This design comes from an exercise in tuning for small area, a short achievable clock period and few clock cycles per item on the open sky130 flow, not from production work. No functional check of the RTL was part of any run shown here. Power and IR drop assume default switching activity.

## design/flow/design.v

```verilog
module gsm7_alpha (
    input  wire        clk,
    input  wire        rst,           
    input  wire        cmd_valid,
    output wire        cmd_ready,
    input  wire [2:0]  cmd_op,
    input  wire [15:0] cmd_len,
    input  wire        in_valid,
    output wire        in_ready,
    input  wire [31:0] in_data,
    output reg         out_valid,
    input  wire        out_ready,
    output wire [20:0] out_data,
    output reg         res_valid,
    input  wire        res_ready,
    output wire [7:0]  res_err,
    output wire [15:0] res_count
);
    reg         idle;         
    reg         inr;          
    reg         is_dec, is_val;
    reg  [1:0]  pol;          
    reg         imm_op, imm_len;    
    reg  [10:0] rem;          
    reg         esc, half, flt, alla;
    reg         r_v, s_v;
    reg  [11:0] r_e, s_e;
    reg  [13:0] od;
    reg  [4:0]  err;          
    reg  [11:0] cnt;
    assign cmd_ready = idle;
    assign in_ready  = inr;
    assign out_data  = {7'd0, od};
    assign res_err   = {3'd0, err};
    assign res_count = {4'd0, cnt};
    wire acc = in_valid && inr;
    wire [11:0] in_e;
    gsm7_alpha_in u_in (.in_data(in_data), .is_dec(is_dec), .in_e(in_e));
    wire        r_x   = r_e[11];
    wire        r_bad = r_e[10];
    wire [7:0]  b     = r_e[7:0];
    wire [12:0] t_i = {is_dec, esc, half, r_e[9:0]};
    wire [15:0] t_y;
    gsm7_alpha_tab u_tab (.t_i(t_i), .t_y(t_y));
    wire [1:0]  cls   = t_y[15:14];
    wire [13:0] t_d   = t_y[13:0];
    wire can_out = !out_valid || out_ready;
    wire pe      = r_v && !res_valid;
    reg        s_emit, s_fault;
    reg [4:0]  s_err;
    reg        s_esc, s_half, s_alla;
    always @(*) begin
        s_emit  = 1'b0;
        s_fault = 1'b0;
        s_err   = 5'd0;
        s_esc   = esc;
        s_half  = half;
        s_alla  = alla;
        if (flt) begin
        end else if (r_bad) begin
            s_fault = 1'b1;
            s_err   = 5'h13;
        end else if (is_dec) begin
            if (esc) begin
                s_emit = 1'b1;
                s_esc  = 1'b0;
            end else if (b == 8'h1B) begin
                s_esc = 1'b1;
            end else if (b[7]) begin
                s_fault = 1'b1;
                s_err   = 5'h14;
            end else begin
                s_emit = 1'b1;
            end
        end else if (is_val) begin
            s_alla = alla && cls[1] != cls[0];
        end else if (cls == 2'd1) begin
            s_emit = 1'b1;
        end else if (cls == 2'd2) begin
            s_emit = 1'b1;
            s_half = !half;
        end else begin
            case (pol)
                2'd0: begin s_fault = 1'b1; s_err = 5'h01; end
                2'd1: s_emit = 1'b1;
                2'd2: ;
                default: begin s_fault = 1'b1; s_err = 5'h02; end
            endcase
        end
    end
    wire s_keep = !flt && !r_bad && (is_dec ? (esc && !r_x) : (!is_val && r_x && !half));
    wire go    = pe && can_out;
    wire cons  = go && !s_keep;
    wire emitg = go && s_emit;
    wire drained = (rem == 11'd0) && !r_v && !s_v;
    wire tail    = !idle && is_dec && esc && !flt && drained;
    wire tail_go = tail && can_out;
    wire fin     = !idle && drained && !tail && !res_valid && can_out;
    wire r_v_n = cons ? (s_v || acc) : (r_v || acc);
    wire s_v_n = cons ? (s_v && acc) : (s_v || (r_v && acc));
    wire rem1  = (rem == 11'd1);
    always @(posedge clk) begin
        if (acc && (!r_v || (cons && !s_v)))
            r_e <= in_e;
        else if (cons && s_v)
            r_e <= s_e;
        if (acc && r_v && (!cons || s_v))
            s_e <= in_e;
        if (tail_go)
            od <= 14'h00A0;
        else if (go)
            od <= t_d;
        if (rst) begin
            idle      <= 1'b1;
            inr       <= 1'b0;
            is_dec    <= 1'b0;
            is_val    <= 1'b0;
            pol       <= 2'd0;
            imm_op    <= 1'b0;
            imm_len   <= 1'b0;
            rem       <= 11'd0;
            esc       <= 1'b0;
            half      <= 1'b0;
            flt       <= 1'b0;
            alla      <= 1'b1;
            r_v       <= 1'b0;
            s_v       <= 1'b0;
            out_valid <= 1'b0;
            res_valid <= 1'b0;
            err       <= 5'd0;
            cnt       <= 12'd0;
        end else begin
            r_v <= r_v_n;
            s_v <= s_v_n;
            if (acc) rem <= rem - 11'd1;
            if (emitg || tail_go)
                out_valid <= 1'b1;
            else if (out_ready)
                out_valid <= 1'b0;
            if (go) begin
                esc  <= s_esc;
                half <= s_half;
                alla <= s_alla;
                if (s_fault) begin
                    flt <= 1'b1;
                    err <= s_err;
                end
            end
            if (tail_go)
                esc <= 1'b0;
            if (res_valid && res_ready) begin
                res_valid <= 1'b0;
                cnt       <= 12'd0;
                err       <= 5'd0;
            end else if (fin && (flt || is_val)) begin
                cnt <= {11'd0, is_val && alla && !flt};
            end else if (out_valid && out_ready) begin
                cnt <= cnt + 12'd1;
            end
            if (fin) begin
                res_valid <= 1'b1;
                idle      <= 1'b1;
                if (imm_op)       err <= 5'h10;
                else if (imm_len) err <= 5'h12;
            end
            if (idle && cmd_valid) begin
                idle    <= 1'b0;
                is_dec  <= (cmd_op == 3'd5);
                is_val  <= (cmd_op == 3'd4);
                pol     <= cmd_op[1:0];
                imm_op  <= (cmd_op[2:1] == 2'b11);
                imm_len <= (cmd_len > 16'd1024);
                esc     <= 1'b0;
                half    <= 1'b0;
                flt     <= 1'b0;
                alla    <= (cmd_len != 16'd0) && (cmd_len <= 16'd1024);
                if (cmd_op[2:1] == 2'b11 || cmd_len > 16'd1024) begin
                    rem <= 11'd0;
                    inr <= 1'b0;
                end else begin
                    rem <= cmd_len[10:0];
                    inr <= (cmd_len != 16'd0);
                end
            end else begin
                inr <= (rem != 11'd0) && !(rem1 && acc) && !(r_v_n && s_v_n);
            end
        end
    end
endmodule
module gsm7_alpha_in (
    input  wire [31:0] in_data,
    input  wire        is_dec,
    output wire [11:0] in_e
);
    wire in_scalar = (in_data[31:21] == 11'd0) && !(in_data[20] && in_data[19:16] != 4'd0) &&
                     !(in_data[20:16] == 5'd0 && in_data[15:11] == 5'b11011);
    wire in_lo  = (in_data[31:8] == 24'd0);
    wire in_eur = (in_data == 32'h000020AC);
    wire in_gk  = (in_data[31:7] == 25'd7) || in_eur;
    wire in_bad = is_dec ? !in_lo : !in_scalar;
    wire in_xd  = in_lo && (in_data[7:0] == 8'h0A || in_data[7:0] == 8'h14 || in_data[7:0] == 8'h28 ||
                            in_data[7:0] == 8'h29 || in_data[7:0] == 8'h2F || in_data[7:0] == 8'h3C ||
                            in_data[7:0] == 8'h3D || in_data[7:0] == 8'h3E || in_data[7:0] == 8'h40 ||
                            in_data[7:0] == 8'h65);
    wire in_xe  = in_eur || (in_lo && (in_data[7:0] == 8'h0C || in_data[7:0] == 8'h5B || in_data[7:0] == 8'h5C ||
                                       in_data[7:0] == 8'h5D || in_data[7:0] == 8'h5E || in_data[7:0] == 8'h7B ||
                                       in_data[7:0] == 8'h7C || in_data[7:0] == 8'h7D || in_data[7:0] == 8'h7E));
    wire in_x   = is_dec ? in_xd : in_xe;
    assign in_e = {in_x, in_bad, in_lo, in_gk, in_data[7] && !in_eur, in_data[6:0]};
endmodule
module gsm7_alpha_tab (
    input  wire [12:0] t_i,
    output wire [15:0] t_y
);
    wire t_000_;
    wire t_001_;
    wire t_002_;
    wire t_003_;
    wire t_004_;
    wire t_005_;
    wire t_006_;
    wire t_007_;
    wire t_008_;
    wire t_009_;
    wire t_010_;
    wire t_011_;
    wire t_012_;
    wire t_013_;
    wire t_014_;
    wire t_015_;
    wire t_016_;
    wire t_017_;
    wire t_018_;
    wire t_019_;
    wire t_020_;
    wire t_021_;
    wire t_022_;
    wire t_023_;
    wire t_024_;
    wire t_025_;
    wire t_026_;
    wire t_027_;
    wire t_028_;
    wire t_029_;
    wire t_030_;
    wire t_031_;
    wire t_032_;
    wire t_033_;
    wire t_034_;
    wire t_035_;
    wire t_036_;
    wire t_037_;
    wire t_038_;
    wire t_039_;
    wire t_040_;
    wire t_041_;
    wire t_042_;
    wire t_043_;
    wire t_044_;
    wire t_045_;
    wire t_046_;
    wire t_047_;
    wire t_048_;
    wire t_049_;
    wire t_050_;
    wire t_051_;
    wire t_052_;
    wire t_053_;
    wire t_054_;
    wire t_055_;
    wire t_056_;
    wire t_057_;
    wire t_058_;
    wire t_059_;
    wire t_060_;
    wire t_061_;
    wire t_062_;
    wire t_063_;
    wire t_064_;
    wire t_065_;
    wire t_066_;
    wire t_067_;
    wire t_068_;
    wire t_069_;
    wire t_070_;
    wire t_071_;
    wire t_072_;
    wire t_073_;
    wire t_074_;
    wire t_075_;
    wire t_076_;
    wire t_077_;
    wire t_078_;
    wire t_079_;
    wire t_080_;
    wire t_081_;
    wire t_082_;
    wire t_083_;
    wire t_084_;
    wire t_085_;
    wire t_086_;
    wire t_087_;
    wire t_088_;
    wire t_089_;
    wire t_090_;
    wire t_091_;
    wire t_092_;
    wire t_093_;
    wire t_094_;
    wire t_095_;
    wire t_096_;
    wire t_097_;
    wire t_098_;
    wire t_099_;
    wire t_100_;
    wire t_101_;
    wire t_102_;
    wire t_103_;
    wire t_104_;
    wire t_105_;
    wire t_106_;
    wire t_107_;
    wire t_108_;
    wire t_109_;
    wire t_110_;
    wire t_111_;
    wire t_112_;
    wire t_113_;
    wire t_114_;
    wire t_115_;
    wire t_116_;
    wire t_117_;
    wire t_118_;
    wire t_119_;
    wire t_120_;
    wire t_121_;
    wire t_122_;
    wire t_123_;
    wire t_124_;
    wire t_125_;
    wire t_126_;
    wire t_127_;
    wire t_128_;
    wire t_129_;
    wire t_130_;
    wire t_131_;
    wire t_132_;
    wire t_133_;
    wire t_134_;
    wire t_135_;
    wire t_136_;
    wire t_137_;
    wire t_138_;
    wire t_139_;
    wire t_140_;
    wire t_141_;
    wire t_142_;
    wire t_143_;
    wire t_144_;
    wire t_145_;
    wire t_146_;
    wire t_147_;
    wire t_148_;
    wire t_149_;
    wire t_150_;
    wire t_151_;
    wire t_152_;
    wire t_153_;
    wire t_154_;
    wire t_155_;
    wire t_156_;
    wire t_157_;
    wire t_158_;
    wire t_159_;
    wire t_160_;
    wire t_161_;
    wire t_162_;
    wire t_163_;
    wire t_164_;
    wire t_165_;
    wire t_166_;
    wire t_167_;
    wire t_168_;
    wire t_169_;
    wire t_170_;
    wire t_171_;
    wire t_172_;
    wire t_173_;
    wire t_174_;
    wire t_175_;
    wire t_176_;
    wire t_177_;
    wire t_178_;
    wire t_179_;
    wire t_180_;
    wire t_181_;
    wire t_182_;
    wire t_183_;
    wire t_184_;
    wire t_185_;
    wire t_186_;
    wire t_187_;
    wire t_188_;
    wire t_189_;
    wire t_190_;
    wire t_191_;
    wire t_192_;
    wire t_193_;
    wire t_194_;
    wire t_195_;
    wire t_196_;
    wire t_197_;
    wire t_198_;
    wire t_199_;
    wire t_200_;
    wire t_201_;
    wire t_202_;
    wire t_203_;
    wire t_204_;
    wire t_205_;
    wire t_206_;
    wire t_207_;
    wire t_208_;
    wire t_209_;
    wire t_210_;
    wire t_211_;
    wire t_212_;
    wire t_213_;
    wire t_214_;
    wire t_215_;
    wire t_216_;
    wire t_217_;
    wire t_218_;
    wire t_219_;
    wire t_220_;
    wire t_221_;
    wire t_222_;
    wire t_223_;
    wire t_224_;
    wire t_225_;
    wire t_226_;
    wire t_227_;
    wire t_228_;
    wire t_229_;
    wire t_230_;
    wire t_231_;
    wire t_232_;
    wire t_233_;
    wire t_234_;
    wire t_235_;
    wire t_236_;
    wire t_237_;
    wire t_238_;
    wire t_239_;
    wire t_240_;
    wire t_241_;
    wire t_242_;
    wire t_243_;
    wire t_244_;
    wire t_245_;
    wire t_246_;
    wire t_247_;
    wire t_248_;
    wire t_249_;
    wire t_250_;
    wire t_251_;
    wire t_252_;
    wire t_253_;
    wire t_254_;
    wire t_255_;
    wire t_256_;
    wire t_257_;
    wire t_258_;
    wire t_259_;
    wire t_260_;
    wire t_261_;
    wire t_262_;
    wire t_263_;
    wire t_264_;
    wire t_265_;
    wire t_266_;
    wire t_267_;
    wire t_268_;
    wire t_269_;
    wire t_270_;
    wire t_271_;
    wire t_272_;
    wire t_273_;
    wire t_274_;
    wire t_275_;
    wire t_276_;
    wire t_277_;
    wire t_278_;
    wire t_279_;
    wire t_280_;
    wire t_281_;
    wire t_282_;
    wire t_283_;
    wire t_284_;
    wire t_285_;
    wire t_286_;
    wire t_287_;
    wire t_288_;
    wire t_289_;
    wire t_290_;
    wire t_291_;
    wire t_292_;
    wire t_293_;
    wire t_294_;
    wire t_295_;
    wire t_296_;
    wire t_297_;
    wire t_298_;
    wire t_299_;
    wire t_300_;
    wire t_301_;
    wire t_302_;
    wire t_303_;
    wire t_304_;
    wire t_305_;
    wire t_306_;
    wire t_307_;
    wire t_308_;
    wire t_309_;
    wire t_310_;
    wire t_311_;
    wire t_312_;
    wire t_313_;
    wire t_314_;
    wire t_315_;
    wire t_316_;
    wire t_317_;
    wire t_318_;
    wire t_319_;
    wire t_320_;
    wire t_321_;
    wire t_322_;
    wire t_323_;
    wire t_324_;
    wire t_325_;
    wire t_326_;
    wire t_327_;
    wire t_328_;
    wire t_329_;
    wire t_330_;
    wire t_331_;
    wire t_332_;
    wire t_333_;
    wire t_334_;
    wire t_335_;
    wire t_336_;
    wire t_337_;
    wire t_338_;
    wire t_339_;
    wire t_340_;
    wire t_341_;
    wire t_342_;
    wire t_343_;
    wire t_344_;
    wire t_345_;
    wire t_346_;
    wire t_347_;
    wire t_348_;
    wire t_349_;
    wire t_350_;
    assign t_155_ = t_i[8] | ~(t_i[9]);
    assign t_165_ = t_i[5] & ~(t_155_);
    assign t_176_ = ~t_i[7];
    assign t_187_ = ~t_i[1];
    assign t_197_ = t_i[3] & t_i[0];
    assign t_207_ = t_197_ & ~(t_187_);
    assign t_218_ = ~t_i[4];
    assign t_229_ = t_i[3] & t_i[2];
    assign t_239_ = t_229_ & ~(t_218_);
    assign t_250_ = ~((t_207_ & t_i[4]) | t_239_);
    assign t_261_ = t_i[1] & ~(t_i[0]);
    assign t_271_ = t_i[4] & ~(t_i[3]);
    assign t_282_ = t_i[2] & t_i[0];
    assign t_290_ = ~t_282_;
    assign t_291_ = t_i[3] & ~(t_i[1]);
    assign t_292_ = ~((t_291_ & t_290_) | (t_271_ & t_261_));
    assign t_293_ = ~(t_i[4] & t_i[2]);
    assign t_294_ = t_293_ | t_176_;
    assign t_295_ = t_i[3] | t_i[0];
    assign t_296_ = t_i[4] | t_i[1];
    assign t_297_ = ~(t_296_ | t_295_);
    assign t_298_ = t_i[4] & t_i[0];
    assign t_299_ = ~t_298_;
    assign t_300_ = ~(t_i[3] | t_i[2]);
    assign t_301_ = t_300_ & ~(t_i[1]);
    assign t_302_ = t_301_ & ~(t_299_);
    assign t_303_ = ~(t_302_ | t_297_);
    assign t_304_ = ~((t_294_ | t_292_) & t_303_);
    assign t_305_ = ~((t_250_ & t_176_) | t_304_);
    assign t_306_ = ~t_i[6];
    assign t_307_ = ~t_300_;
    assign t_308_ = ~((t_207_ & t_i[4]) | t_297_);
    assign t_309_ = ~(t_308_ | t_307_);
    assign t_310_ = t_309_ | t_306_;
    assign t_311_ = t_i[7] & t_i[6];
    assign t_312_ = t_311_ | ~(t_310_);
    assign t_313_ = t_312_ & ~(t_305_);
    assign t_314_ = t_i[7] & ~(t_i[6]);
    assign t_315_ = ~(t_314_ & t_i[2]);
    assign t_316_ = ~(t_315_ | t_308_);
    assign t_317_ = ~((t_316_ | t_313_) & t_165_);
    assign t_318_ = ~(t_314_ & t_i[0]);
    assign t_319_ = t_165_ & ~(t_318_);
    assign t_320_ = t_319_ | ~(t_317_);
    assign t_321_ = ~(t_i[2] | t_i[1]);
    assign t_322_ = t_i[2] & t_i[1];
    assign t_323_ = ~(t_322_ | t_321_);
    assign t_324_ = ~t_i[3];
    assign t_325_ = t_218_ ? t_324_ : t_229_;
    assign t_326_ = t_325_ & ~(t_323_);
    assign t_327_ = t_i[9] | ~(t_i[8]);
    assign t_328_ = t_327_ | t_i[6];
    assign t_329_ = t_i[7] & ~(t_328_);
    assign t_330_ = t_i[6] | t_i[5];
    assign t_331_ = t_330_ | t_218_;
    assign t_332_ = t_331_ | ~(t_329_);
    assign t_333_ = ~(t_i[0] | t_i[1]);
    assign t_334_ = ~t_333_;
    assign t_335_ = t_i[0] & ~(t_i[2]);
    assign t_336_ = t_i[2] & ~(t_i[0]);
    assign t_337_ = ~(t_336_ | t_335_);
    assign t_338_ = ~((t_337_ | t_187_) & (t_334_ | t_229_));
    assign t_339_ = t_i[5] & ~(t_i[0]);
    assign t_340_ = ~(t_291_ & t_176_);
    assign t_341_ = t_339_ & ~(t_340_);
    assign t_342_ = ~(t_i[5] | t_i[1]);
    assign t_343_ = ~t_342_;
    assign t_344_ = t_i[7] & ~(t_i[3]);
    assign t_345_ = ~((t_344_ & t_343_) | t_341_);
    assign t_346_ = t_i[2] & ~(t_261_);
    assign t_347_ = t_i[5] & ~(t_i[4]);
    assign t_348_ = t_293_ | t_i[5];
    assign t_349_ = t_i[0] & ~(t_296_);
    assign t_350_ = t_349_ | ~(t_348_);
    assign t_000_ = ~((t_347_ & t_346_) | t_350_);
    assign t_001_ = t_000_ | t_328_;
    assign t_002_ = ~((t_001_ | t_345_) & (t_338_ | t_332_));
    assign t_003_ = ~t_341_;
    assign t_004_ = t_310_ | t_155_;
    assign t_005_ = ~((t_003_ & t_305_) | t_004_);
    assign t_006_ = t_005_ | t_002_;
    assign t_007_ = ~((t_326_ & t_320_) | t_006_);
    assign t_008_ = ~(t_347_ & t_329_);
    assign t_009_ = ~t_321_;
    assign t_010_ = ~t_i[0];
    assign t_011_ = t_i[2] | ~(t_i[1]);
    assign t_012_ = t_011_ | t_i[4];
    assign t_013_ = t_010_ & ~(t_012_);
    assign t_014_ = ~((t_009_ & t_i[3]) | t_013_);
    assign t_015_ = ~t_014_;
    assign t_016_ = ~((t_008_ & t_007_) | t_015_);
    assign t_017_ = t_176_ & ~(t_155_);
    assign t_018_ = t_197_ & ~(t_i[2]);
    assign t_019_ = t_333_ | t_322_;
    assign t_020_ = ~((t_019_ | t_018_) & t_218_);
    assign t_021_ = ~t_i[2];
    assign t_022_ = ~(t_i[4] | t_i[3]);
    assign t_023_ = t_022_ & ~(t_021_);
    assign t_024_ = t_023_ | t_239_;
    assign t_025_ = t_024_ | t_302_;
    assign t_026_ = t_020_ & ~(t_025_);
    assign t_027_ = t_i[2] & ~(t_i[4]);
    assign t_028_ = ~(t_027_ | t_207_);
    assign t_029_ = t_026_ & ~(t_028_);
    assign t_030_ = ~t_i[5];
    assign t_031_ = ~(t_013_ | t_302_);
    assign t_032_ = ~((t_297_ | t_030_) & t_031_);
    assign t_033_ = t_032_ | t_309_;
    assign t_034_ = ~(t_033_ | t_029_);
    assign t_035_ = ~t_034_;
    assign t_036_ = t_i[3] & ~(t_i[4]);
    assign t_037_ = t_i[4] & t_i[3];
    assign t_038_ = t_037_ & ~(t_306_);
    assign t_039_ = ~((t_i[2] | t_i[0]) & t_038_);
    assign t_040_ = t_017_ & ~(t_039_);
    assign t_041_ = t_i[0] & ~(t_323_);
    assign t_042_ = t_040_ & ~(t_041_);
    assign t_043_ = ~t_042_;
    assign t_044_ = t_i[6] & ~(t_i[5]);
    assign t_045_ = ~((t_044_ & t_043_) | (t_036_ & t_035_));
    assign t_046_ = t_017_ & ~(t_045_);
    assign t_047_ = ~((t_346_ | t_342_) & (t_324_ | t_010_));
    assign t_048_ = t_037_ & ~(t_047_);
    assign t_049_ = t_296_ | t_i[5];
    assign t_050_ = t_018_ & ~(t_049_);
    assign t_051_ = t_050_ | t_023_;
    assign t_052_ = t_297_ & ~(t_030_);
    assign t_053_ = t_207_ & ~(t_348_);
    assign t_054_ = t_053_ | t_052_;
    assign t_055_ = t_054_ | t_051_;
    assign t_056_ = t_055_ | t_048_;
    assign t_057_ = t_311_ & ~(t_155_);
    assign t_058_ = t_057_ & t_056_;
    assign t_059_ = t_i[0] & ~(t_i[3]);
    assign t_060_ = ~((t_059_ & t_218_) | t_176_);
    assign t_061_ = t_060_ & ~(t_292_);
    assign t_062_ = t_i[6] & ~(t_061_);
    assign t_063_ = ~(t_060_ & t_306_);
    assign t_064_ = ~(t_063_ & t_165_);
    assign t_065_ = ~(t_i[5] | t_i[3]);
    assign t_066_ = ~(t_065_ & t_010_);
    assign t_067_ = ~(t_197_ & t_i[5]);
    assign t_068_ = ~((t_067_ & t_066_) | t_i[2]);
    assign t_069_ = ~((t_068_ | t_332_) & (t_064_ | t_062_));
    assign t_070_ = t_069_ | t_058_;
    assign t_071_ = t_317_ & ~(t_070_);
    assign t_072_ = t_071_ & ~(t_046_);
    assign t_073_ = t_072_ & ~(t_016_);
    assign t_y[14] = ~t_073_;
    assign t_074_ = t_i[5] & t_i[2];
    assign t_075_ = t_i[4] & ~(t_i[6]);
    assign t_076_ = t_i[0] & t_i[1];
    assign t_077_ = ~((t_075_ | t_074_) & t_076_);
    assign t_078_ = t_077_ | ~(t_058_);
    assign t_079_ = t_187_ & ~(t_037_);
    assign t_080_ = ~(t_079_ & t_i[2]);
    assign t_081_ = ~t_022_;
    assign t_082_ = ~((t_081_ | t_021_) & (t_323_ | t_299_));
    assign t_083_ = t_082_ | ~(t_080_);
    assign t_084_ = t_083_ & ~(t_330_);
    assign t_085_ = t_i[3] & ~(t_i[0]);
    assign t_086_ = t_085_ & t_017_;
    assign t_087_ = t_042_ | t_002_;
    assign t_088_ = ~((t_086_ & t_084_) | t_087_);
    assign t_y[15] = ~(t_088_ & t_078_);
    assign t_089_ = t_i[11] | ~(t_i[12]);
    assign t_090_ = t_089_ | t_207_;
    assign t_091_ = t_090_ | t_331_;
    assign t_y[8] = t_026_ & ~(t_091_);
    assign t_092_ = ~t_i[11];
    assign t_093_ = t_310_ | ~(t_250_);
    assign t_094_ = ~((t_034_ | t_i[6]) & t_093_);
    assign t_095_ = t_i[5] & t_i[3];
    assign t_096_ = ~t_095_;
    assign t_097_ = ~((t_066_ | t_218_) & t_096_);
    assign t_098_ = ~(t_i[7] | t_i[6]);
    assign t_099_ = ~t_098_;
    assign t_100_ = t_097_ & ~(t_099_);
    assign t_101_ = t_187_ & ~(t_027_);
    assign t_102_ = t_i[4] & ~(t_i[2]);
    assign t_103_ = t_101_ & ~(t_102_);
    assign t_104_ = t_i[4] | ~(t_i[6]);
    assign t_105_ = t_176_ & ~(t_104_);
    assign t_106_ = ~(t_066_ | t_009_);
    assign t_107_ = ~((t_106_ & t_105_) | (t_103_ & t_100_));
    assign t_108_ = ~t_322_;
    assign t_109_ = t_336_ & ~(t_037_);
    assign t_110_ = t_109_ | t_108_;
    assign t_111_ = t_110_ | t_082_;
    assign t_112_ = t_100_ & ~(t_111_);
    assign t_113_ = ~t_013_;
    assign t_114_ = ~t_105_;
    assign t_115_ = ~t_074_;
    assign t_116_ = ~(t_059_ & t_187_);
    assign t_117_ = t_116_ | t_115_;
    assign t_118_ = t_i[7] | ~(t_i[3]);
    assign t_119_ = t_118_ | t_330_;
    assign t_120_ = ~((t_119_ | t_113_) & (t_117_ | t_114_));
    assign t_121_ = ~(t_120_ | t_112_);
    assign t_122_ = ~((t_121_ & t_107_) | t_092_);
    assign t_123_ = t_i[12] & ~(t_122_);
    assign t_124_ = ~t_123_;
    assign t_125_ = ~t_i[12];
    assign t_126_ = t_093_ | t_125_;
    assign t_y[7] = ~((t_126_ & t_124_) | (t_094_ & t_092_));
    assign t_127_ = t_i[10] | ~(t_y[15]);
    assign t_128_ = ~((t_127_ | t_y[14]) & t_125_);
    assign t_129_ = ~(t_107_ & t_i[11]);
    assign t_130_ = ~(t_129_ | t_112_);
    assign t_131_ = ~(t_053_ | t_310_);
    assign t_132_ = ~((t_026_ | t_330_) & t_092_);
    assign t_133_ = ~((t_132_ | t_131_) & t_i[12]);
    assign t_y[6] = ~((t_133_ | t_130_) & (t_128_ | t_007_));
    assign t_134_ = t_073_ & ~(t_y[15]);
    assign t_135_ = t_i[8] & ~(t_339_);
    assign t_136_ = ~(t_095_ | t_065_);
    assign t_137_ = t_136_ & t_135_;
    assign t_138_ = t_339_ | t_323_;
    assign t_139_ = t_339_ & t_323_;
    assign t_140_ = t_138_ & ~(t_139_);
    assign t_141_ = t_140_ & t_040_;
    assign t_142_ = ~(t_141_ | t_137_);
    assign t_143_ = ~t_142_;
    assign t_144_ = t_i[5] & ~(t_i[6]);
    assign t_145_ = ~((t_144_ & t_035_) | t_143_);
    assign t_146_ = ~((t_145_ | t_i[7]) & t_317_);
    assign t_147_ = ~(t_146_ | t_134_);
    assign t_148_ = t_187_ & ~(t_336_);
    assign t_149_ = t_122_ & ~(t_148_);
    assign t_150_ = ~((t_085_ & t_i[1]) | t_335_);
    assign t_151_ = t_150_ | t_022_;
    assign t_152_ = ~t_037_;
    assign t_153_ = ~t_101_;
    assign t_154_ = ~((t_148_ | t_152_) & (t_153_ | t_295_));
    assign t_156_ = t_151_ & ~(t_154_);
    assign t_157_ = t_029_ | ~(t_156_);
    assign t_158_ = ~((t_157_ & t_306_) | t_131_);
    assign t_159_ = t_i[11] | t_i[5];
    assign t_160_ = ~((t_159_ | t_158_) & t_i[12]);
    assign t_y[5] = ~((t_160_ | t_149_) & (t_147_ | t_128_));
    assign t_161_ = ~((t_333_ & t_324_) | t_i[6]);
    assign t_162_ = ~((t_161_ & t_150_) | t_207_);
    assign t_163_ = ~((t_162_ | t_144_) & t_i[4]);
    assign t_164_ = t_321_ & ~(t_306_);
    assign t_166_ = t_164_ & t_052_;
    assign t_167_ = t_092_ & ~(t_166_);
    assign t_168_ = ~(t_330_ | t_282_);
    assign t_169_ = t_218_ & ~(t_300_);
    assign t_170_ = ~(t_169_ & t_168_);
    assign t_171_ = ~((t_170_ | t_162_) & t_167_);
    assign t_172_ = t_171_ | ~(t_163_);
    assign t_173_ = t_130_ | ~(t_172_);
    assign t_174_ = ~(t_134_ | t_128_);
    assign t_175_ = ~((t_218_ | t_i[8]) & t_108_);
    assign t_177_ = t_067_ & ~(t_176_);
    assign t_178_ = t_177_ & t_175_;
    assign t_179_ = t_i[6] & ~(t_293_);
    assign t_180_ = t_179_ | t_335_;
    assign t_181_ = ~((t_180_ | t_319_) & (t_178_ | t_058_));
    assign t_182_ = ~t_329_;
    assign t_183_ = t_030_ & ~(t_338_);
    assign t_184_ = ~(t_261_ & t_i[4]);
    assign t_185_ = t_144_ | ~(t_104_);
    assign t_186_ = ~(t_185_ | t_164_);
    assign t_188_ = t_186_ & t_184_;
    assign t_189_ = ~(t_095_ | t_085_);
    assign t_190_ = t_188_ & ~(t_189_);
    assign t_191_ = t_218_ & ~(t_295_);
    assign t_192_ = ~((t_191_ & t_311_) | (t_176_ & t_i[4]));
    assign t_193_ = ~((t_192_ | t_190_) & (t_183_ | t_182_));
    assign t_194_ = t_181_ & ~(t_193_);
    assign t_y[4] = ~((t_194_ & t_174_) | (t_173_ & t_i[12]));
    assign t_195_ = ~((t_188_ & t_012_) | t_324_);
    assign t_196_ = t_166_ | t_084_;
    assign t_198_ = ~((t_196_ | t_195_) & t_092_);
    assign t_199_ = ~(t_i[5] & t_i[8]);
    assign t_200_ = ~(t_178_ | t_058_);
    assign t_201_ = ~((t_179_ | t_118_) & t_200_);
    assign t_202_ = ~(t_301_ | t_207_);
    assign t_203_ = ~((t_202_ & t_143_) | (t_201_ & t_199_));
    assign t_y[3] = ~((t_203_ & t_174_) | (t_198_ & t_123_));
    assign t_204_ = t_207_ & ~(t_i[5]);
    assign t_205_ = ~((t_042_ | t_i[7]) & t_204_);
    assign t_206_ = t_271_ | t_261_;
    assign t_208_ = t_206_ | t_349_;
    assign t_209_ = t_114_ & ~(t_208_);
    assign t_210_ = ~(t_098_ | t_342_);
    assign t_211_ = ~((t_099_ | t_343_) & t_295_);
    assign t_212_ = ~((t_211_ | t_210_) & (t_209_ | t_314_));
    assign t_213_ = ~t_314_;
    assign t_214_ = t_179_ & ~(t_187_);
    assign t_215_ = t_214_ | t_i[8];
    assign t_216_ = ~((t_215_ & t_095_) | t_166_);
    assign t_217_ = t_296_ | t_i[0];
    assign t_219_ = ~((t_217_ | t_213_) & t_216_);
    assign t_220_ = ~((t_212_ & t_i[2]) | t_219_);
    assign t_221_ = ~(t_220_ & t_205_);
    assign t_222_ = t_181_ & ~(t_221_);
    assign t_223_ = t_095_ & t_311_;
    assign t_224_ = t_222_ & ~(t_223_);
    assign t_225_ = ~t_144_;
    assign t_226_ = t_i[1] ? t_036_ : t_037_;
    assign t_227_ = t_225_ & ~(t_226_);
    assign t_228_ = t_227_ & t_093_;
    assign t_230_ = ~(t_056_ | t_039_);
    assign t_231_ = t_i[2] & ~(t_230_);
    assign t_232_ = t_231_ | t_228_;
    assign t_233_ = t_342_ & ~(t_293_);
    assign t_234_ = t_233_ | t_109_;
    assign t_235_ = t_077_ & ~(t_234_);
    assign t_236_ = ~((t_049_ | t_197_) & t_235_);
    assign t_237_ = ~((t_236_ & t_228_) | t_089_);
    assign t_238_ = ~((t_237_ & t_232_) | (t_122_ & t_345_));
    assign t_y[2] = ~((t_238_ & t_128_) | (t_224_ & t_174_));
    assign t_240_ = ~(t_197_ & t_i[4]);
    assign t_241_ = ~((t_240_ & t_168_) | (t_225_ & t_239_));
    assign t_242_ = ~((t_241_ & t_167_) | t_068_);
    assign t_243_ = t_i[1] & ~(t_i[3]);
    assign t_244_ = t_243_ & ~(t_102_);
    assign t_245_ = t_028_ & ~(t_244_);
    assign t_246_ = ~((t_245_ | t_330_) & (t_056_ | t_039_));
    assign t_247_ = t_129_ & ~(t_246_);
    assign t_248_ = ~((t_242_ | t_i[1]) & t_247_);
    assign t_249_ = ~((t_035_ | t_i[6]) & t_187_);
    assign t_251_ = t_039_ & ~(t_i[7]);
    assign t_252_ = ~((t_047_ & t_329_) | t_319_);
    assign t_253_ = t_065_ | t_010_;
    assign t_254_ = ~((t_096_ & t_i[2]) | t_253_);
    assign t_255_ = ~t_036_;
    assign t_256_ = t_197_ | ~(t_296_);
    assign t_257_ = t_i[5] & ~(t_i[2]);
    assign t_258_ = ~t_257_;
    assign t_259_ = ~((t_258_ & t_i[3]) | (t_256_ & t_255_));
    assign t_260_ = ~((t_233_ | t_i[7]) & t_i[6]);
    assign t_262_ = ~((t_260_ | t_259_) & (t_254_ | t_252_));
    assign t_263_ = ~((t_251_ & t_249_) | t_262_);
    assign t_y[1] = ~((t_263_ & t_174_) | (t_248_ & t_i[12]));
    assign t_264_ = t_311_ | t_i[0];
    assign t_265_ = t_009_ & t_165_;
    assign t_266_ = ~((t_265_ & t_264_) | (t_041_ & t_i[3]));
    assign t_267_ = ~((t_182_ & t_i[4]) | t_266_);
    assign t_268_ = ~((t_307_ | t_299_) & t_216_);
    assign t_269_ = t_268_ | t_267_;
    assign t_270_ = ~((t_342_ & t_i[4]) | t_176_);
    assign t_272_ = t_i[0] & ~(t_270_);
    assign t_273_ = ~((t_115_ & t_i[0]) | t_322_);
    assign t_274_ = t_142_ ? t_272_ : t_273_;
    assign t_275_ = t_274_ | t_269_;
    assign t_276_ = ~((t_222_ & t_058_) | t_275_);
    assign t_277_ = t_339_ | t_125_;
    assign t_278_ = t_277_ | t_257_;
    assign t_279_ = ~((t_228_ | t_010_) & t_131_);
    assign t_280_ = ~((t_233_ | t_048_) & (t_324_ | t_021_));
    assign t_281_ = ~((t_300_ | t_i[5]) & t_i[0]);
    assign t_283_ = t_271_ | t_i[5];
    assign t_284_ = t_059_ | ~(t_322_);
    assign t_285_ = t_306_ & ~(t_349_);
    assign t_286_ = ~((t_284_ | t_283_) & t_285_);
    assign t_287_ = t_281_ & ~(t_286_);
    assign t_288_ = ~((t_287_ & t_280_) | t_i[11]);
    assign t_289_ = ~((t_288_ & t_279_) | (t_278_ & t_124_));
    assign t_y[0] = ~((t_276_ & t_174_) | t_289_);
    assign t_y[13] = t_122_ & ~(t_126_);
    assign t_y[12:9] = { 3'h0, t_y[8] };
endmodule
```

## design/flow/constraint.sdc

```tcl
create_clock -name core_clock -period 8.0 [get_ports {clk}]
set_input_delay 1.6000 -clock core_clock [delete_from_list [all_inputs] [get_ports {clk}]]
set_output_delay 1.6000 -clock core_clock [all_outputs]
set_load 0.01 [all_outputs]
```

## design/flow/run.sh

```bash
#!/bin/bash
# synth_recipe.tcl (not shown) runs the flow's synth.tcl, then flattens the netlist and writes it again
# the make line also repeats each setting of config.mk as NAME=value (left out here)
make -C /OpenROAD-flow-scripts/flow DESIGN_CONFIG=/design/flow/config.mk WORK_HOME=/design/flow/orfs CLKGATE_MAP_FILE= SYNTH_SCRIPT=/design/flow/synth_recipe.tcl finish
```

## design/flow/config.mk

```make
export PLATFORM = sky130hd
export DESIGN_NAME = gsm7_alpha
export DESIGN_NICKNAME = gsm7_alpha
export VERILOG_FILES = /design/flow/design.v
export SDC_FILE = /design/flow/constraint.sdc
export NUM_CORES = 4
export LEC_CHECK = 0
export CAP_MARGIN = 20
export CORE_MARGIN = 2
export CORE_UTILIZATION = 40
export SLEW_MARGIN = 20
```

==> key figures, run 1 <==
Floorplan
  – Chip Height: 126.5 um
  – Die area: 16,000 sq um
  – Initial core utilization: 41.13%
  – I/O pin count: 106
  – Die Wd: 126.5 um
  – Core area: 14,590 sq um
  – Row cnt: 44

Synth
  – Top cells by area, synth: dfxtp_1 (18%), edfxtp_1 (12%), a21oi_1 (5.9%)
  – Synth Area in Adders: 3.920%
  – Largest family of logic cells by synthesized area: simple AND/OR/NAND/NOR gates
  – Ys async rst share: 0%
  – XOR/XNOR Fraction of Synth Area: 2.773%
  – Post-Syn Instances: 788
  – Yosys warns: 1
  – Area leader, netlist: dfxtp_1
  – Compound-Gate Fraction of Synth Area: 25.04%
  – Simple-gate share of the synthesized area: 28.19%
  – Syn avg cell area: 7.615 sq um
  – Synth cell types: 81
  – Sequential share of the synthesized area: 30.03%
  – Post-synthesis sequential element count: 78
  – EDFF count, synth: 24
  – Post-Syn Area: 6001 sq um
  – Multiplexer share of the synthesized area: 2.419%
  – Top-area cell type share of the netlist area: 18.02%
  – Top_reg_cell synth: dfxtp_1

Worst setup path
  – CP Max Fanout: 32
  – Worst Path Required: 8250 ps
  – Worst setup SP type: register
  – Worst setup EP type: register
  – CP Class: register to register
  – Data arrival, critical path: 4730 ps

Finish
  – Finished Cell Area: 7129 sq um
  – Layout fillers: 1,458
  – Share of layout cells above drive strength 1: 5.799%
  – Finished Layout Cells: 1,029
  – Fin nets: 915
  – Area growth, synth to finish: 18.81%
  – Antenna diode count: 0
  – Multi-input combinational cell area: 3805 sq um
  – Register cell area after layout: 1802 sq um

Run status
  – Outcome: no timing/DRC/antenna violations

STA
  – Crit share post-route: 56.08%
  – Setup Viol. Count Final: 0
  – Fmax: 0.2229 GHz
  – Slew Limit Fails: 0
  – Final hold viol count: 0
  – Clock Skews: 6.980 ps
  – Tmin final: 4486 ps
  – Final WS setup: 3514 ps
  – Worst-margin pin slew: 926.7 ps
  – RSZ-0062 raised after global routing: false
  – Sum Neg Setup Slack: 0 ps
  – Relative slew margins: 37.69%

Clock tree
  – CTS root buf: clkbuf_16
  – Cts hold-fix bufs: 0
  – Maximum root-to-sink buffer count: 2
  – Post-CTS setup buffers: 0
  – H-tree depth: 3
  – Clock latency at the later pin of the worst-skew pair: 340 ps
  – Clock Sinks: 78
  – CTS resizes: 0
  – CTS tree: built
  – Clock slew at reported path FFs: 60 ps
  – Total CTS buffers: 9

Place
  – Routability cong.: 0.9964
  – Pre-CTS WS: 3521 ps
  – Dpl cells: 1,013
  – Area post-placement: 6875 sq um
  – HPWL Detailed: 14,380 um
  – IO Port Bufs: 88

GRT
  – Total global-route track usage: 23.80%
  – Vias in the first global route: 5,680
  – Initial antenna violation count: 0
  – First-pass GRT wire length: 30,610 um
  – GRT Residual Overflow: 0
  – Largest net degree at the start of global routing: 50

Power and ir drop
  – Design Power: 1.200 mW
  – Peak VDD IR: 0.1046 mV
  – Pwr dens: 168.2 nW/um^2
  – Static Leak: 2.498 nW

Drt
  – Final ANT Viol Nets: 0
  – WL final: 19,320 um
  – Wirelength per Cell: 18.78 um
  – DR pass1 iterations: 5
  – Via count: 6,155
  – DRC Markers: 0
  – Via density: 5.982
  – Initial DRC count: 693

Job
  – Max-Cap Viols: 0

Min path
  – Tightest Hold Check Type: register to register
==> routing by layer <==
metal | vias up | global-route usage, % | part of all wire (%)
met5 | - | 0 | 0
met2 | 257 | 37.24 | 46
met4 | 0 | 10.34 | 3.6
met3 | 49 | 4.850 | 6.9
li1 | 2982 | - | -
met1 | 2867 | 31.86 | 44
==> Yosys cell counts, drive strengths merged (5+ instances only) <==
library cell	n
nand2	85
nor2	85
a21oi	71
dfxtp	54
o21ai	44
buf	38
clkbuf	35
nor3	32
edfxtp	24
inv	21
a211oi	19
nor4	19
ha	18
nand3	18
a31oi	16
nor2b	14
nand2b	13
mux2	12
xor2	12
or3	9
and2	8
o22ai	8
and3	7
xnor2	7
a2111oi	6
a211o	6
nand4	6
nand4b	6
o21a	6
or4	6
o2bb2ai	5
o31ai	5
==> area by class of cell <==
cell class	count	area share, %
sequential	78	25.27
clock inverter	5	0.3686
tap	184	3.229
clock buffer	11	3.264
inverter	22	1.158
multi-input combinational	631	53.37
timing repair buffer	98	13.34
==> logic make-up after synthesis <==
| logic type | Yosys count |
|---|---|
| flops | 78 |
| compound gates | 231 |
| xor+xnor | 19 |
| fa+ha+maj | 19 |
| buf+inv | 95 |
| simple gates | 332 |
| mux | 13 |
| other cells | 1 |
==> critical path, cell delays in order (launching register included) <==
cell	delay (ps)
edfxtp_1	320
buf_4	320
inv_1	350
ha_1	480
nor2b_1	120
nor4_1	490
o22ai_1	140
a211oi_1	320
and2_1	170
nand3_1	100
ha_1	230
nor4_1	350
nand2b_1	110
a211o_1	400
o21ai_0	210
nand2_1	70
a221oi_1	220
==> report_power, final <==
group	switching (mW)	internal, mW
Clock	0.157	0.207
Sequential	0.0304	0.444
Combinational	0.202	0.159
Total	0.390	0.810
==> layout by cell type, fill, tap and decap left out, drive strengths merged, types with 7 or more instances in the layout <==
cell type	netlist	final
clkdlybuf4s50	0	87
nand2	85	85
nor2	85	85
a21oi	71	71
dfxtp	54	54
o21ai	44	44
nor3	32	32
edfxtp	24	24
inv	21	21
nor4	19	19
a211oi	19	19
nand3	18	18
ha	18	18
conb	1	17
a31oi	16	16
nor2b	14	14
nand2b	13	13
mux2	12	12
xor2	12	12
buf	38	11
clkbuf	35	11
or3	9	9
and2	8	8
o22ai	8	8
and3	7	7
xnor2	7	7
==> worst paths after layout <==
path | to | depth (start not counted) | slack [ps] | from
max | err[1]$_SDFF_PP0_ | 16 | 3510 | r_e[2]$_DFFE_PP_
min | err[3]$_SDFF_PP0_ | 2 | 450 | err[3]$_SDFF_PP0_
max reg2reg | err[1]$_SDFF_PP0_ | 16 | 3510 | r_e[2]$_DFFE_PP_
min reg2reg | err[3]$_SDFF_PP0_ | 2 | 450 | err[3]$_SDFF_PP0_
==> per-stage QoR <==
step	hold slack (ps)	utilization, %
6_report	449.5	48.87
5_1_grt	478.3	48.87
4_1_cts	447.4	48.90
3_5_place_dp	438.4	47.13
3_3_place_gp	446.4	47.13
2_1_floorplan	445.8	-
==> state kept, by name (all words and copies together), names as in the netlist, 2 cells and up <==
signal,cells
cnt,12
rem,11
od,10
pol,2
s_e,12
err,5
r_e,12
==> inputs of run 2 (changes only) <==
--- a/design/flow/config.mk
+++ b/design/flow/config.mk
@@ -9,3 +9,4 @@
 export CORE_MARGIN = 2
 export CORE_UTILIZATION = 40
 export SLEW_MARGIN = 20
+export SYNTH_HIERARCHICAL = 1
==> key figures, run 2 <==
Run status
  – Outcome: no timing/DRC/antenna violations

Drt
  – Via count: 6,428
  – Final ANT Viol Nets: 0
  – M1 WL: 8745 um
  – DRC Markers: 0
  – WL met3: 1426 um
  – Top Layer Used: met4
  – DR WL met2: 9118 um
  – WL final: 19,920 um
  – Via density: 5.935
  – Wirelength per Cell: 18.39 um
  – Initial DRC count: 646
  – DR pass1 iterations: 6

Synth
  – Post-synthesis sequential element count: 82
  – Top_reg_cell synth: dfxtp_1
  – Syn avg cell area: 7.986 sq um
  – Sequential share of the synthesized area: 29.16%
  – Post-Syn Instances: 808
  – Top-area cell type share of the netlist area: 17.99%
  – Yosys warns: 7
  – Area leader, netlist: dfxtp_1
  – Top cells by area, synth: dfxtp_1 (18%), edfxtp_1 (11%), nor2_1 (5.4%)
  – Most frequent cell after synthesis: nor2_1
  – Post-Syn Area: 6452 sq um
  – Post-synth top cells: nor2_1 (92), dfxtp_1 (58), nand2_1 (58)
  – Ys async rst share: 0%
  – EDFF count, synth: 24
  – Synth cell types: 86

GRT
  – GRT Residual Overflow: 0
  – Initial antenna violation count: 0
  – Vias in the first global route: 5,886
  – Total global-route track usage: 23.04%
  – First-pass GRT wire length: 30,890 um
  – Largest net degree at the start of global routing: 49

Floorplan
  – Row cnt: 46
  – Initial core utilization: 40.77%
  – Die area: 17,160 sq um
  – Core area: 15,830 sq um
  – I/O pin count: 106
  – Chip Height: 131.0 um
  – Die Wd: 131.0 um

Worst setup path
  – Worst Path Required: 8250 ps
  – FF-to-FF path depth: 15
  – Critical R2R Launch: r_e[2]$_DFFE_PP_
  – Data arrival, critical path: 4800 ps
  – Worst setup EP type: register
  – Worst setup endpoint: err[0]$_SDFF_PP0_
  – CP Class: register to register
  – Worst Setup SP: r_e[2]$_DFFE_PP_
  – Worst r2r dst: err[0]$_SDFF_PP0_
  – R2r setup slk: 3450 ps
  – Worst setup SP type: register
  – CP Max Fanout: 30

Clock tree
  – H-tree depth: 3
  – CTS tree: built
  – Post-CTS setup buffers: 0
  – Clock Sinks: 82
  – CTS root buf: clkbuf_16
  – Maximum root-to-sink buffer count: 2
  – Total CTS buffers: 9
  – Cts hold-fix bufs: 0
  – Clock latency at the later pin of the worst-skew pair: 340 ps
  – CTS resizes: 0
  – Clock slew at reported path FFs: 60 ps

Finish
  – Max FFs per register: 14
  – Antenna diode count: 0
  – Most frequent cells in the layout: nor2_1 (91), clkdlybuf4s50_1 (91), nand2_1 (58), dfxtp_1 (58), a21oi_1 (41)
  – Area growth, synth to finish: 18.46%
  – Fin nets: 937
  – Largest Register: od
  – Share of layout cells above drive strength 1: 7.382%

STA
  – Final WS setup: 3452 ps
  – Worst-margin pin slew: 976.0 ps
  – Slew Limit Fails: 0
  – Setup Viol. Count Final: 0
  – Tmin final: 4548 ps
  – Hold_ws: 478.1 ps
  – Relative slew margins: 34.34%
  – Fmax: 0.2199 GHz
  – Clock Skews: 6.769 ps
  – Sum Neg Setup Slack: 0 ps
  – Crit share post-route: 56.86%
  – RSZ-0062 raised after global routing: false
  – Final hold viol count: 0

Power and ir drop
  – Static Leak: 2.698 nW
  – Peak VDD IR: 0.09770 mV
  – Pwr dens: 160.1 nW/um^2

Min path
  – Hold Crit Start: pol[1]$_SDFFE_PP0P_
  – Tightest Hold Check Type: register to register

Job
  – Max-Cap Viols: 0

Place
  – Pre-CTS WS: 3524 ps
  – IO Port Bufs: 91
  – Routability cong.: 0.9300
  – HPWL Detailed: 14,510 um
-- run 2: metrics by stage --
step	utilization, %	instance area (sq um)	total power [mW]	instances
CTS	48.27	7640	1.235	1083
floorplan	-	6509	0.6719	823
global route	48.29	7644	1.285	1083
global placement	46.24	7318	0.7942	1067
finish	48.29	7644	1.224	1083
detailed placement	46.24	7318	0.7972	1067
-- run 2: modules after synthesis, one instance, submodules excluded --
module	times used	cells	area, sq um	flip-flops and latches
gsm7_alpha_in	1	67	461.7	0
gsm7_alpha	1	396	3857	82
gsm7_alpha_tab	1	345	2133	0
-- run 2: metal layers --
metal | GRT usage [%] | vias to the layer above
li1 | - | 3064
met1 | 30.51 | 3055
met2 | 36.67 | 258
met3 | 4.845 | 51
met4 | 9.324 | 0
met5 | 0 | -
-- run 2: where the power goes --
part,switching [mW],internal [mW]
Combinational,0.160,0.143
Sequential,0.0242,0.464
Clock,0.167,0.267
Total,0.351,0.873
-- run 2: layout make-up --
| type | instances | area, sq um |
|---|---|---|
| clock buffer | 14 | 307.8 |
| clock inverter | 2 | 13.76 |
| fill | 1570 | 8184 |
| inverter | 35 | 131.4 |
| multi-input combinational | 631 | 4038 |
| sequential | 82 | 1882 |
| tap | 216 | 270.3 |
| timing repair buffer | 103 | 1001 |
-- run 2: worst min path at each step --
stage | cells past startpoint | slack [ps] | endpoint
after floorplan | 2 | 440 | alla$_SDFFE_PP1P_
after global placement | 2 | 470 | pol[1]$_SDFFE_PP0P_
after detailed placement | 2 | 470 | pol[1]$_SDFFE_PP0P_
after CTS | 2 | 480 | pol[1]$_SDFFE_PP0P_
after global routing | 2 | 500 | pol[1]$_SDFFE_PP0P_
final | 2 | 480 | pol[1]$_SDFFE_PP0P_
-- run 2: cells by family after synthesis --
group,Yosys count,synth area share (%)
simple gates,337,27.98
compound gates,205,21.85
buf+inv,110,9.230
flops,82,29.16
mux,29,4.751
xor+xnor,24,3.258
fa+ha+maj,19,3.646
other cells,2,0.1164
-- run 2: worst max-delay path: stages (launching register included) --
cell and delay (ps):
edfxtp_1 320, buf_4 310, clkinv_1 410, ha_1 410, a21o_1 190, a2111oi_0 550, o21a_1 230, o31a_1 220
nand2b_1 180, inv_1 60, ha_1 210, nor4_1 620, a211o_1 260, and2_1 190, nor2_1 60, a311oi_1 230
==> inputs of run 3 (changes only) <==
--- a/design/flow/config.mk
+++ b/design/flow/config.mk
@@ -5,8 +5,8 @@
 export SDC_FILE = /design/flow/constraint.sdc
 export NUM_CORES = 4
 export LEC_CHECK = 0
+export ABC_AREA = 1
 export CAP_MARGIN = 20
 export CORE_MARGIN = 2
 export CORE_UTILIZATION = 40
 export SLEW_MARGIN = 20
-export SYNTH_HIERARCHICAL = 1
==> key figures, run 3 <==
Run status
  – Outcome: no timing/DRC/antenna violations

Synth
  – Synth cell types: 60
  – Top_reg_cell synth: dfxtp_1
  – Most frequent cell after synthesis: nand2_1
  – Yosys warns: 1
  – Syn avg cell area: 6.667 sq um
  – Post-Syn Instances: 895
  – Sequential share of the synthesized area: 30.20%
  – Top cells by area, synth: dfxtp_1 (18%), edfxtp_1 (12%), nand2_1 (12%)
  – Post-Syn Area: 5967 sq um
  – Post-synthesis sequential element count: 78
  – Post-synth top cells: nand2_1 (184), nor2_1 (113), inv_1 (103)
  – Ys async rst share: 0%
  – Area leader, netlist: dfxtp_1
  – EDFF count, synth: 24
  – Top-area cell type share of the netlist area: 18.12%

Worst setup path
  – R2r setup slk: 4030 ps
  – Data arrival, critical path: 4160 ps
  – Worst setup EP type: register
  – Worst setup SP type: register
  – Worst r2r dst: err[4]$_SDFF_PP0_
  – CP Class: register to register
  – Critical R2R Launch: r_e[4]$_DFFE_PP_
  – Worst Path Required: 8190 ps
  – FF-to-FF path depth: 20
  – CP Max Fanout: 15

Finish
  – Register cell area after layout: 1802 sq um
  – Most frequent cells in the layout: nand2_1 (184), nor2_1 (113), inv_1 (103), clkdlybuf4s50_1 (88), a21oi_1 (56)
  – Layout fillers: 1,553
  – Top Registers: cnt: 12 flops, r_e: 12 flops, s_e: 12 flops
  – Share of layout cells above drive strength 1: 8.495%
  – Antenna diode count: 0
  – Fin nets: 1,047
  – Multi-input combinational cell area: 3467 sq um
  – Most common cell after layout, fill and taps aside: nand2_1
  – Finished Cell Area: 7156 sq um
  – Finished Layout Cells: 1,161
  – Area growth, synth to finish: 19.92%
  – Final Util: 49.23%

GRT
  – First-pass GRT wire length: 29,660 um
  – Total global-route track usage: 22.69%
  – GRT Residual Overflow: 0
  – Vias in the first global route: 6,080
  – Initial antenna violation count: 0
  – Largest net degree at the start of global routing: 20

Place
  – Area post-placement: 6878 sq um
  – Pre-CTS WS: 3928 ps
  – Routability cong.: 1.063
  – HPWL Detailed: 13,730 um
  – IO Port Bufs: 88
  – Dpl cells: 1,145

Drt
  – Final ANT Viol Nets: 0
  – DR pass1 iterations: 6
  – DRC Markers: 0
  – Initial DRC count: 498
  – Via count: 6,332
  – Wirelength per Cell: 15.59 um
  – Via density: 5.454
  – WL final: 18,100 um

Clock tree
  – Post-CTS setup buffers: 0
  – Clock slew at reported path FFs: 60 ps
  – Clock Sinks: 78
  – Maximum root-to-sink buffer count: 2
  – CTS root buf: clkbuf_16
  – CTS resizes: 0
  – Cts hold-fix bufs: 0
  – Clock latency at the later pin of the worst-skew pair: 340 ps
  – H-tree depth: 3
  – Total CTS buffers: 9
  – CTS tree: built

Power and ir drop
  – Design Power: 1.169 mW
  – Pwr dens: 163.4 nW/um^2
  – Peak VDD IR: 0.1285 mV
  – Static Leak: 3.090 nW

Floorplan
  – Die area: 15,910 sq um
  – Initial core utilization: 41.06%
  – Row cnt: 44
  – Chip Height: 126.1 um
  – Die Wd: 126.1 um
  – Core area: 14,530 sq um
  – I/O pin count: 106

STA
  – Sum Neg Setup Slack: 0 ps
  – Final WS setup: 4028 ps
  – Setup Viol. Count Final: 0
  – Relative slew margins: 44.99%
  – Slew Limit Fails: 0
  – RSZ-0062 raised after global routing: false
  – Worst-margin pin slew: 822.1 ps
  – Fmax: 0.2518 GHz
  – Tmin final: 3972 ps
  – Crit share post-route: 49.65%
  – Final hold viol count: 0
  – Clock Skews: 10.49 ps
  – Hold_ws: 464.9 ps

Min path
  – Hold Path End: od[4]$_SDFFE_PP0P_
  – Hold Crit Depth: 2
  – Hold Crit Start: od[4]$_SDFFE_PP0P_
  – Tightest Hold Check Type: register to register

Job
  – Max-Cap Viols: 0
==> run 3: cell count changes in the layout (fill, tap and decap cells not counted), moves of 16 or more <==
cell	change
mux2i_1	-16
o21ai_0	+22
inv_1	+72
nand2_1	+126
nor2_1	+22
nand3_1	+19
inv_2	+17
==> run 3: how the worst max path moves through the flow <==
stage	slack [ps]	cells after the start	from	to
after floorplan	4850	24	r_e[2]$_DFFE_PP_	err[4]$_SDFF_PP0_
after global placement	4020	8	cmd_valid	rem[8]$_SDFFE_PP0P_
after CTS	4200	21	r_e[1]$_DFFE_PP_	err[4]$_SDFF_PP0_
after detailed placement	3930	7	cmd_valid	rem[4]$_SDFFE_PP0P_
final	4030	20	r_e[4]$_DFFE_PP_	err[4]$_SDFF_PP0_
after global routing	3650	21	r_e[0]$_DFFE_PP_	err[4]$_SDFF_PP0_
==> run 3: area by class of cell <==
cell class	instances	area share, %
flip-flops and latches	78	25.18
multi-input cells	667	48.45
well taps	184	3.217
inverters	124	6.540
clock buffers	11	3.410
repair buffers	92	12.73
clock inverters	5	0.4721
==> run 3: power breakdown <==
part	switching [mW]	internal, mW
clock network	0.159	0.220
logic	0.182	0.134
registers	0.0289	0.444
total	0.371	0.799
==> run 3: critical path: stages (launching register included) <==
cell	delay, ps
edfxtp_1	860
inv_2	320
nand2_1	180
nor2_1	80
nor2_1	160
nand3_2	140
nand3_1	200
nand4_1	160
nor2_2	170
nand2_1	100
ha_1	220
nor3_1	190
inv_1	80
nor2_1	160
nand2_1	70
a21oi_1	260
inv_1	160
nand2_1	80
o21ai_0	80
nand2_1	70
a21oi_1	60
==> run 3: cells by family after synthesis <==
kind of cell	Yosys count	share of synthesized area (%)
adder cells (fa/ha/maj)	18	3.774
XOR/XNOR	4	0.5872
AO/OA/AOI/OAI	179	17.84
other	1	0.06285
flip-flops	78	30.20
buffers and inverters	166	12.71
AND/OR/NAND/NOR	449	34.83
==> run 3: per-layer routing <==
| metal | up-vias | track usage, % | wire length (um) |
|---|---|---|---|
| met5 | - | 0 | 0 |
| met4 | 0 | 11.05 | 859 |
| met3 | 74 | 4.843 | 1397 |
| met2 | 301 | 36.27 | 8036 |
| met1 | 2823 | 29.09 | 7805 |
| li1 | 3134 | - | - |

==> separate check: timing with driven ports <==
Ports are ideal in the flow. The routed layouts listed here were re-timed in OpenROAD. Step 1 (the two cells are an assumption about what drives the block):
set clk [get_ports {clk}]
set_driving_cell -lib_cell sky130_fd_sc_hd__clkbuf_16 $clk
set_driving_cell -lib_cell sky130_fd_sc_hd__buf_2 [delete_from_list [all_inputs] $clk]
Step 2 moves the port delays by t, midway between the first and last clock arrival at a register: inputs arrive t later, outputs are due t later. That takes back most of the time a late clock gives input paths. a / b / c = no drivers / after step 1 / after step 2; a / b = the first two.
run | shift t [ns] | setup WS [ns] | hold slack, ns | clock arrival spread, ns | worst slew at a driven data input, ns
run 1 | 0.376 | 3.514 / 3.514 / 3.514 | 0.449 / 0.449 / 0.449 | 0.007 / 0.007 | 0.04
run 2 | 0.383 | 3.452 / 3.452 / 3.452 | 0.478 / 0.478 / 0.478 | 0.007 / 0.007 | 0.04
run 3 | 0.375 | 4.028 / 4.028 / 3.922 | 0.465 / 0.465 / 0.465 | 0.010 / 0.010 | 0.04
After both steps setup and hold are still met in every run listed. The setup slack of run 3, which loses most, moves by 0.000 ns with the drivers and by -0.106 ns with both steps.
